What follows belongs to an exercise in optimizing a design on an open flow for small area; a production flow would make more cautious choices.
Only simulation tests tie the RTL to the original design; equivalence was not proved.
Power and IR drop assume default switching activity.

Setup of rev 12:
Design m1h4_core, start of the top module:
module m1h4_core (
    input              clk,
    input              rst,           
    input      [13:0]  ibound,        
    output     [12:0]  imem_addr,
    input      [111:0] imem_rdata,
    output     [12:0]  dmem_raddr,
    input      [31:0]  dmem_rdata,
    output             dmem_we,
    output     [12:0]  dmem_waddr,
    output     [31:0]  dmem_wdata,
    output             out_valid,
    output     [7:0]   out_byte,
    input              in_valid,
    input      [7:0]   in_byte,
    output             in_ready,
    output             stopped,
    output     [1:0]   cause,
    input      [3:0]   dbg_idx,
    output     [31:0]  dbg_data
);
Size in the first run: ~570 flip-flops, roughly 290 I/O pins, ~22000 um^2 of cells after synthesis.
export LEC_CHECK = 0
export CAP_MARGIN = 20
export CORE_MARGIN = 2
export CORE_UTILIZATION = 40
export SLEW_MARGIN = 20
create_clock -name core_clock -period 12.0 [get_ports {clk}]
run.sh (not shown) runs the stock make flow with config.mk's settings and CLKGATE_MAP_FILE= SYNTH_SCRIPT=/design/flow/synth_recipe.tcl, a recipe that flattens the netlist after the stock synthesis.
Setup changes, rev 12 to rev 13
- CORE_UTILIZATION now 60, was 40
==> flow/flow/run.sh (new file) <==
#!/bin/bash
# Own flow: the standard layout (standard.sh) with smaller port buffers and a
# clock tree built from smaller clock buffers without dummy loads.
set -euo pipefail
export BUFFER_PORTS_ARGS="-buffer_cell sky130_fd_sc_hd__buf_1"
export CTS_ARGS="-sink_clustering_enable -repair_clock_nets -dont_use_dummy_load -buf_list {sky130_fd_sc_hd__clkbuf_4 sky130_fd_sc_hd__clkbuf_8}"
bash standard.sh > standard_flow.log 2>&1
==> flow/standard.sh (new file) <==
#!/bin/bash
# synth_recipe.tcl (not shown) runs the flow's synth.tcl, then flattens the netlist and writes it again
# the make line also repeats each setting of config.mk as NAME=value (left out here)
make -C /OpenROAD-flow-scripts/flow DESIGN_CONFIG=/design/flow/config.mk WORK_HOME=/design/flow/orfs CLKGATE_MAP_FILE= SYNTH_SCRIPT=/design/flow/synth_recipe.tcl "${@:-finish}"
removed: flow/run.sh
- As of rev 13, total power had fallen by more than 10% compared to rev 12.
- Max count of standard-cell rows across rev 12 and rev 13: rev 12
- Rev 12 → rev 13: non-filler instance count after layout moved down, via count went up, fraction of met2 tracks used by global routing up 15 points, worst setup slack before clock tree synthesis climbed 0.30 ns.

---

== the previous run ==
m1h4_core, a different RTL version from the one above (not shown whole).
For scale: about 1900 cells after synthesis, roughly 290 I/O pins, roughly 20000 um^2 of cells after synthesis.
==> flow/config.mk <==
export PLATFORM = sky130hd
export DESIGN_NAME = m1h4_core
export DESIGN_NICKNAME = m1h4_core
export VERILOG_FILES = /design/flow/design.v
export SDC_FILE = /design/flow/constraint.sdc
export NUM_CORES = 4
export LEC_CHECK = 0
export CAP_MARGIN = 0
export CORE_MARGIN = 2
export CORE_UTILIZATION = 60
export GPL_TIMING_DRIVEN = 0
export SLEW_MARGIN = 0
==> flow/constraint.sdc <==
create_clock -name core_clock -period 12.0 [get_ports {clk}]
set_input_delay 2.4000 -clock core_clock [delete_from_list [all_inputs] [get_ports {clk}]]
set_output_delay 2.4000 -clock core_clock [all_outputs]
set_load 0.01 [all_outputs]
standard.sh (not shown) runs the stock make flow with config.mk's settings and CLKGATE_MAP_FILE= SYNTH_SCRIPT=/design/flow/synth_recipe.tcl, a recipe that flattens the netlist after the stock synthesis.
==> flow/flow/run.sh <==
#!/bin/bash
# Own flow: the standard synthesis (standard.sh synth), then the combinational
# logic of that netlist re-mapped for area with ABC (deepsyn, then a check by cec) (every register instance is kept
# as it is: same name, same cell), then the standard layout (standard.sh) with
# smaller port buffers and a clock tree of smaller clock buffers.
# Each tool's output goes to a log file of its own in this folder.
set -euo pipefail
W=$PWD
RES=$W/orfs/results/sky130hd/m1h4_core/base
LIB=$FLOW_HOME/platforms/sky130hd/lib/sky130_fd_sc_hd__tt_025C_1v80.lib

export BUFFER_PORTS_ARGS="-buffer_cell sky130_fd_sc_hd__buf_1"
export CTS_ARGS="-sink_clustering_enable -repair_clock_nets -dont_use_dummy_load -buf_list {sky130_fd_sc_hd__clkbuf_8} -sink_clustering_size 16 -sink_clustering_max_diameter 60"

# 1. standard synthesis
bash standard.sh synth > log_1_standard_synth.log 2>&1
cp "$RES/1_2_yosys.v" "$W/standard_1_2_yosys.v"

# 2. area re-mapping of the combinational logic
DU=""
for c in $(grep -o "sky130_fd_sc_hd__lpflow[a-z0-9_]*" "$FLOW_HOME/platforms/sky130hd/config.mk" | sort -u); do
  DU="$DU -dont_use $c"
done
SEQ=$(grep -oE "sky130_fd_sc_hd__[a-z]*df[a-z]*_[0-9]+" "$W/standard_1_2_yosys.v" | sort -u | tr '\n' ' ')
# models of the combinational cells, for the re-mapping to flatten them into gates
yosys -p "read_liberty -ignore_miss_func $LIB; delete $SEQ; write_verilog -noattr $W/comb_cells.v" > log_2_cells.log 2>&1
cat > "$W/resyn.ys" <<EOT
read_liberty -lib $LIB
read_verilog $W/standard_1_2_yosys.v
hierarchy -top $FLOW_TOP
techmap -map $W/comb_cells.v
techmap
opt -fast
abc -showtmp -liberty $LIB $DU -script +strash;&get,-n;&deepsyn,-T,150;&put;&get,-n;&dch,-f;&nf,-R,1000;&put;cec
opt_clean -purge
rename -hide w:_*
opt_clean -purge
hilomap -singleton -hicell sky130_fd_sc_hd__conb_1 HI -locell sky130_fd_sc_hd__conb_1 LO
insbuf -buf sky130_fd_sc_hd__buf_1 A X
opt_clean -purge
stat -liberty $LIB
check -assert -mapped
write_verilog -noattr -nohex -nodec $W/resyn_1_2_yosys.v
EOT
yosys -s "$W/resyn.ys" > log_2_resyn.log 2>&1

# keep the re-mapped netlist only if ABC proved it equivalent to the standard one and it
# has exactly the standard registers
reglist() { grep -oE "^ *sky130_fd_sc_hd__[a-z]*df[a-z]*_[0-9]+ +[^ ]+" "$1" | awk '{print $1, $2}' | sort; }
if grep -q "Networks are equivalent" log_2_resyn.log && \
   [[ "$(reglist "$W/standard_1_2_yosys.v")" == "$(reglist "$W/resyn_1_2_yosys.v")" ]]; then
  cp "$W/resyn_1_2_yosys.v" "$RES/1_2_yosys.v"
  rm -f "$RES/1_synth.odb"
  echo "using the re-mapped netlist" > log_2_choice.log
else
  echo "not proved equivalent or register lists differ; using the standard netlist" > log_2_choice.log
fi

# 3. standard layout
bash standard.sh > log_3_layout.log 2>&1
The previous run completed; timing, DRC and antenna clean
Inputs modified between the previous run and the current run:
Settings: SLEW_MARGIN now 20, was 0; CAP_MARGIN now 20, was 0.
--- a/flow/flow/run.sh
+++ b/flow/flow/run.sh
@@ -34 +34 @@
-abc -showtmp -liberty $LIB $DU -script +strash;&get,-n;&deepsyn,-T,150;&put;&get,-n;&dch,-f;&nf,-R,1000;&put;cec
+abc -showtmp -liberty $LIB $DU -script +strash;&get,-n;&deepsyn,-T,60;&put;&get,-n;&dch,-f;&nf,-R,1000;&put;cec
Findings:
Having completed the whole flow, the current run delivered a layout that passed the timing, DRC and antenna checks. Route | the current run vs the previous run | wire longer in the current run. Status: final worst setup slack parity (the previous run, the current run). In the current run the total power turned out 27 uW higher than in the previous run. Diff the previous run -> the current run | worst-case setup slack after placement | increase of 0.36 ns. Comparing final layout net count for the current run and the previous run, the smaller number came from the previous run. Compare the current run and the previous run | met3 track utilization from global routing lower: the previous run. Any difference in global routing usage summed across all routing layers between the current run and the previous run is small enough to ignore. Summary of the current run over the previous run: share of final-layout standard cells stronger than drive strength 1 +0.65 points, final critical path time including I/O delays and setup held. As far as maximum clock frequency is concerned, the previous run and the current run perform about the same.

---

Another version of the RTL of m1h4_core (not shown whole).
Size: roughly 2000 cells after synthesis, about 0.021 mm2 of cells after synthesis.
Settings: LEC_CHECK=0, CAP_MARGIN=20, CORE_MARGIN=2, CORE_UTILIZATION=60, SLEW_MARGIN=20; clock period 12.0 ns.
==> flow/flow/run.sh <==
#!/bin/bash
# Own flow: the standard synthesis (standard.sh synth), then the combinational
# logic of that netlist re-mapped for area with ABC (every register instance is kept
# as it is: same name, same cell), then the standard layout (standard.sh) with
# smaller port buffers and a clock tree of smaller clock buffers.
# Each tool's output goes to a log file of its own in this folder.
set -euo pipefail
W=$PWD
RES=$W/orfs/results/sky130hd/m1h4_core/base
LIB=$FLOW_HOME/platforms/sky130hd/lib/sky130_fd_sc_hd__tt_025C_1v80.lib

export BUFFER_PORTS_ARGS="-buffer_cell sky130_fd_sc_hd__buf_1"
export CTS_ARGS="-sink_clustering_enable -repair_clock_nets -dont_use_dummy_load -buf_list {sky130_fd_sc_hd__clkbuf_4 sky130_fd_sc_hd__clkbuf_8}"

# 1. standard synthesis
bash standard.sh synth > log_1_standard_synth.log 2>&1
cp "$RES/1_2_yosys.v" "$W/standard_1_2_yosys.v"

# 2. area re-mapping of the combinational logic
DU=""
for c in $(grep -o "sky130_fd_sc_hd__lpflow[a-z0-9_]*" "$FLOW_HOME/platforms/sky130hd/config.mk" | sort -u); do
  DU="$DU -dont_use $c"
done
SEQ=$(grep -oE "sky130_fd_sc_hd__[a-z]*df[a-z]*_[0-9]+" "$W/standard_1_2_yosys.v" | sort -u | tr '\n' ' ')
# models of the combinational cells, for the re-mapping to flatten them into gates
yosys -p "read_liberty -ignore_miss_func $LIB; delete $SEQ; write_verilog -noattr $W/comb_cells.v" > log_2_cells.log 2>&1
cat > "$W/resyn.ys" <<EOT
read_liberty -lib $LIB
read_verilog $W/standard_1_2_yosys.v
hierarchy -top $FLOW_TOP
techmap -map $W/comb_cells.v
techmap
opt -fast
abc -liberty $LIB $DU
opt_clean -purge
hilomap -singleton -hicell sky130_fd_sc_hd__conb_1 HI -locell sky130_fd_sc_hd__conb_1 LO
insbuf -buf sky130_fd_sc_hd__buf_4 A X
opt_clean -purge
stat -liberty $LIB
check -assert -mapped
write_verilog -noattr -nohex -nodec $W/resyn_1_2_yosys.v
EOT
yosys -s "$W/resyn.ys" > log_2_resyn.log 2>&1

# keep the re-mapped netlist only if it has exactly the standard registers
reglist() { grep -oE "^ *sky130_fd_sc_hd__[a-z]*df[a-z]*_[0-9]+ +[^ ]+" "$1" | awk '{print $1, $2}' | sort; }
if [[ "$(reglist "$W/standard_1_2_yosys.v")" == "$(reglist "$W/resyn_1_2_yosys.v")" ]]; then
  cp "$W/resyn_1_2_yosys.v" "$RES/1_2_yosys.v"
  rm -f "$RES/1_synth.odb"
  echo "using the re-mapped netlist" > log_2_choice.log
else
  echo "register lists differ; using the standard netlist" > log_2_choice.log
fi

# 3. standard layout
bash standard.sh > log_3_layout.log 2>&1
Change:
--- a/flow/flow/run.sh
+++ b/flow/flow/run.sh
@@ -2,3 +2,3 @@
 # Own flow: the standard synthesis (standard.sh synth), then the combinational
-# logic of that netlist re-mapped for area with ABC (every register instance is kept
+# logic of that netlist re-mapped for area with ABC (deepsyn, then a check by cec) (every register instance is kept
 # as it is: same name, same cell), then the standard layout (standard.sh) with
@@ -12,3 +12,3 @@
 export BUFFER_PORTS_ARGS="-buffer_cell sky130_fd_sc_hd__buf_1"
-export CTS_ARGS="-sink_clustering_enable -repair_clock_nets -dont_use_dummy_load -buf_list {sky130_fd_sc_hd__clkbuf_4 sky130_fd_sc_hd__clkbuf_8}"
+export CTS_ARGS="-sink_clustering_enable -repair_clock_nets -dont_use_dummy_load -buf_list {sky130_fd_sc_hd__clkbuf_8} -sink_clustering_size 18 -sink_clustering_max_diameter 70"
 
@@ -33,3 +33,3 @@
 opt -fast
-abc -liberty $LIB $DU
+abc -showtmp -liberty $LIB $DU -script +strash;&get,-n;&deepsyn,-T,60;&put;&get,-n;&dch,-f;&nf,-R,1000;&put;cec
 opt_clean -purge
@@ -44,5 +44,7 @@
 
-# keep the re-mapped netlist only if it has exactly the standard registers
+# keep the re-mapped netlist only if ABC proved it equivalent to the standard one and it
+# has exactly the standard registers
 reglist() { grep -oE "^ *sky130_fd_sc_hd__[a-z]*df[a-z]*_[0-9]+ +[^ ]+" "$1" | awk '{print $1, $2}' | sort; }
-if [[ "$(reglist "$W/standard_1_2_yosys.v")" == "$(reglist "$W/resyn_1_2_yosys.v")" ]]; then
+if grep -q "Networks are equivalent" log_2_resyn.log && \
+   [[ "$(reglist "$W/standard_1_2_yosys.v")" == "$(reglist "$W/resyn_1_2_yosys.v")" ]]; then
   cp "$W/resyn_1_2_yosys.v" "$RES/1_2_yosys.v"
@@ -51,3 +53,3 @@
 else
-  echo "register lists differ; using the standard netlist" > log_2_choice.log
+  echo "not proved equivalent or register lists differ; using the standard netlist" > log_2_choice.log
 fi
Result:
- sequential share of layout area rose by 0.70 points
- routed wire length is about the same
- worst setup slack degrades by 1.6 ns
- area after synthesis goes down by 4.7%

---

## run a
RTL: one of the versions met above, not the one the previous note started from.
Size: ~2000 cells after synthesis, ~290 I/O pins.
==> flow/config.mk <==
export PLATFORM = sky130hd
export DESIGN_NAME = m1h4_core
export DESIGN_NICKNAME = m1h4_core
export VERILOG_FILES = /design/flow/design.v
export SDC_FILE = /design/flow/constraint.sdc
export NUM_CORES = 4
export LEC_CHECK = 0
export CAP_MARGIN = 10
export CORE_MARGIN = 2
export CORE_UTILIZATION = 60
export GPL_TIMING_DRIVEN = 0
export SLEW_MARGIN = 10
==> flow/constraint.sdc <==
create_clock -name core_clock -period 12.0 [get_ports {clk}]
set_input_delay 2.4000 -clock core_clock [delete_from_list [all_inputs] [get_ports {clk}]]
set_output_delay 2.4000 -clock core_clock [all_outputs]
set_load 0.01 [all_outputs]
==> flow/flow/run.sh <==
#!/bin/bash
# Own flow: the standard synthesis (standard.sh synth), then the combinational
# logic of that netlist re-mapped for area with ABC (deepsyn, then a check by cec) (every register instance is kept
# as it is: same name, same cell), then the standard layout (standard.sh) with
# smaller port buffers and a clock tree of smaller clock buffers.
# Each tool's output goes to a log file of its own in this folder.
set -euo pipefail
W=$PWD
RES=$W/orfs/results/sky130hd/m1h4_core/base
LIB=$FLOW_HOME/platforms/sky130hd/lib/sky130_fd_sc_hd__tt_025C_1v80.lib

export BUFFER_PORTS_ARGS="-buffer_cell sky130_fd_sc_hd__buf_1"
export CTS_ARGS="-sink_clustering_enable -repair_clock_nets -dont_use_dummy_load -buf_list {sky130_fd_sc_hd__clkbuf_8} -sink_clustering_size 16 -sink_clustering_max_diameter 60"

# 1. standard synthesis
bash standard.sh synth > log_1_standard_synth.log 2>&1
cp "$RES/1_2_yosys.v" "$W/standard_1_2_yosys.v"

# 2. area re-mapping of the combinational logic
DU=""
for c in $(grep -o "sky130_fd_sc_hd__lpflow[a-z0-9_]*" "$FLOW_HOME/platforms/sky130hd/config.mk" | sort -u); do
  DU="$DU -dont_use $c"
done
SEQ=$(grep -oE "sky130_fd_sc_hd__[a-z]*df[a-z]*_[0-9]+" "$W/standard_1_2_yosys.v" | sort -u | tr '\n' ' ')
# models of the combinational cells, for the re-mapping to flatten them into gates
yosys -p "read_liberty -ignore_miss_func $LIB; delete $SEQ; write_verilog -noattr $W/comb_cells.v" > log_2_cells.log 2>&1
cat > "$W/resyn.ys" <<EOT
read_liberty -lib $LIB
read_verilog $W/standard_1_2_yosys.v
hierarchy -top $FLOW_TOP
techmap -map $W/comb_cells.v
techmap
opt -fast
abc -showtmp -liberty $LIB $DU -script +strash;&get,-n;&deepsyn,-T,60;&put;dch,-f;amap;cec
opt_clean -purge
rename -hide w:_*
opt_clean -purge
hilomap -singleton -hicell sky130_fd_sc_hd__conb_1 HI -locell sky130_fd_sc_hd__conb_1 LO
insbuf -buf sky130_fd_sc_hd__buf_1 A X
opt_clean -purge
stat -liberty $LIB
check -assert -mapped
write_verilog -noattr -nohex -nodec $W/resyn_1_2_yosys.v
EOT
yosys -s "$W/resyn.ys" > log_2_resyn.log 2>&1

# keep the re-mapped netlist only if ABC proved it equivalent to the standard one and it
# has exactly the standard registers
reglist() { grep -oE "^ *sky130_fd_sc_hd__[a-z]*df[a-z]*_[0-9]+ +[^ ]+" "$1" | awk '{print $1, $2}' | sort; }
if grep -q "Networks are equivalent" log_2_resyn.log && \
   [[ "$(reglist "$W/standard_1_2_yosys.v")" == "$(reglist "$W/resyn_1_2_yosys.v")" ]]; then
  cp "$W/resyn_1_2_yosys.v" "$RES/1_2_yosys.v"
  rm -f "$RES/1_synth.odb"
  echo "using the re-mapped netlist" > log_2_choice.log
else
  echo "not proved equivalent or register lists differ; using the standard netlist" > log_2_choice.log
fi

# 3. standard layout
bash standard.sh > log_3_layout.log 2>&1
Input-level comparison between run b and run a:
- CAP_MARGIN: 10 -> 20
- SLEW_MARGIN: 10 -> 20
diff --git a/flow/flow/run.sh b/flow/flow/run.sh
--- a/flow/flow/run.sh
+++ b/flow/flow/run.sh
@@ -33,8 +33,6 @@
 opt -fast
-abc -showtmp -liberty $LIB $DU -script +strash;&get,-n;&deepsyn,-T,60;&put;dch,-f;amap;cec
-opt_clean -purge
-rename -hide w:_*
+abc -showtmp -liberty $LIB $DU -script +strash;&get,-n;&deepsyn,-T,60;&put;&get,-n;&dch,-f;&nf,-R,1000;&put;cec
 opt_clean -purge
 hilomap -singleton -hicell sky130_fd_sc_hd__conb_1 HI -locell sky130_fd_sc_hd__conb_1 LO
-insbuf -buf sky130_fd_sc_hd__buf_1 A X
+insbuf -buf sky130_fd_sc_hd__buf_4 A X
 opt_clean -purge
Looking at fraction of the core area covered by cells at the end of the flow, run b sits 0.92 points below run a. Relative to run a, wire length of the first global-routing pass has gone down in run b. Compared to run a, run b has total buffers and inverters traversed by the critical path 2 lower. [diff] clock power, run b relative to run a: improvement. Maximum vdd ir drop improves in run b relative to run a. Looking at run b and run a, the routability congestion estimate is a wash. Changes observed in run b relative to run a: routed metal-1 wirelength fell by 6.6%; total standard cell area after synthesis shows an increase of about 3%. Between run b and run a, the difference in share of final layout cell area taken by clock buffers and inverters is negligible. Of run b and run a, the run reporting the higher average footprint of a synthesized cell was run b.

-- separate check: timing with driven ports --
In the flow no input, the clock included, has a driving cell. The finished layouts below were timed again as built, in two steps.
Step 1 (the two cells are an assumption about what drives the block):
set clk [get_ports {clk}]
set_driving_cell -lib_cell sky130_fd_sc_hd__clkbuf_16 $clk
set_driving_cell -lib_cell sky130_fd_sc_hd__buf_2 [delete_from_list [all_inputs] $clk]
Step 2, shift: input delay + t, output delay - t, t = (earliest + latest rising clock arrival at the registers) / 2. This alone moves slack from input paths to output paths.
Three values: ideal, step 1, step 2; two values: the first two.
run	shift t [ns]	setup WS [ns]	worst setup path at the end	worst data-port slew with drivers (ns)	pins driven straight from the clock port
rev 12	0.669	0.497 / 0.463 / 0.463	input to output	0.18	1
rev 13	0.673	0.879 / 0.847 / 0.666	input to register	0.13	1
the previous run	0.619	0.351 / 0.380 / -0.239	input to register	0.09	1
the current run	0.621	0.352 / 0.380 / -0.241	input to register	0.10	1
the first run of note 3	0.666	2.171 / 2.149 / 2.047	input to register	0.08	1
the second run of note 3	0.636	0.535 / 0.565 / -0.071	input to register	0.10	1
run a	0.633	0.771 / 0.782 / 0.158	input to register	0.09	1
run b	0.639	0.422 / 0.444 / -0.196	input to register	0.05	1
With both steps, setup timing fails in the previous run, the current run, the second run of note 3 and run b, where it was met with ideal ports. For run b, which loses most, drivers alone change the setup slack by +0.022 ns; drivers and shift together by -0.618 ns.
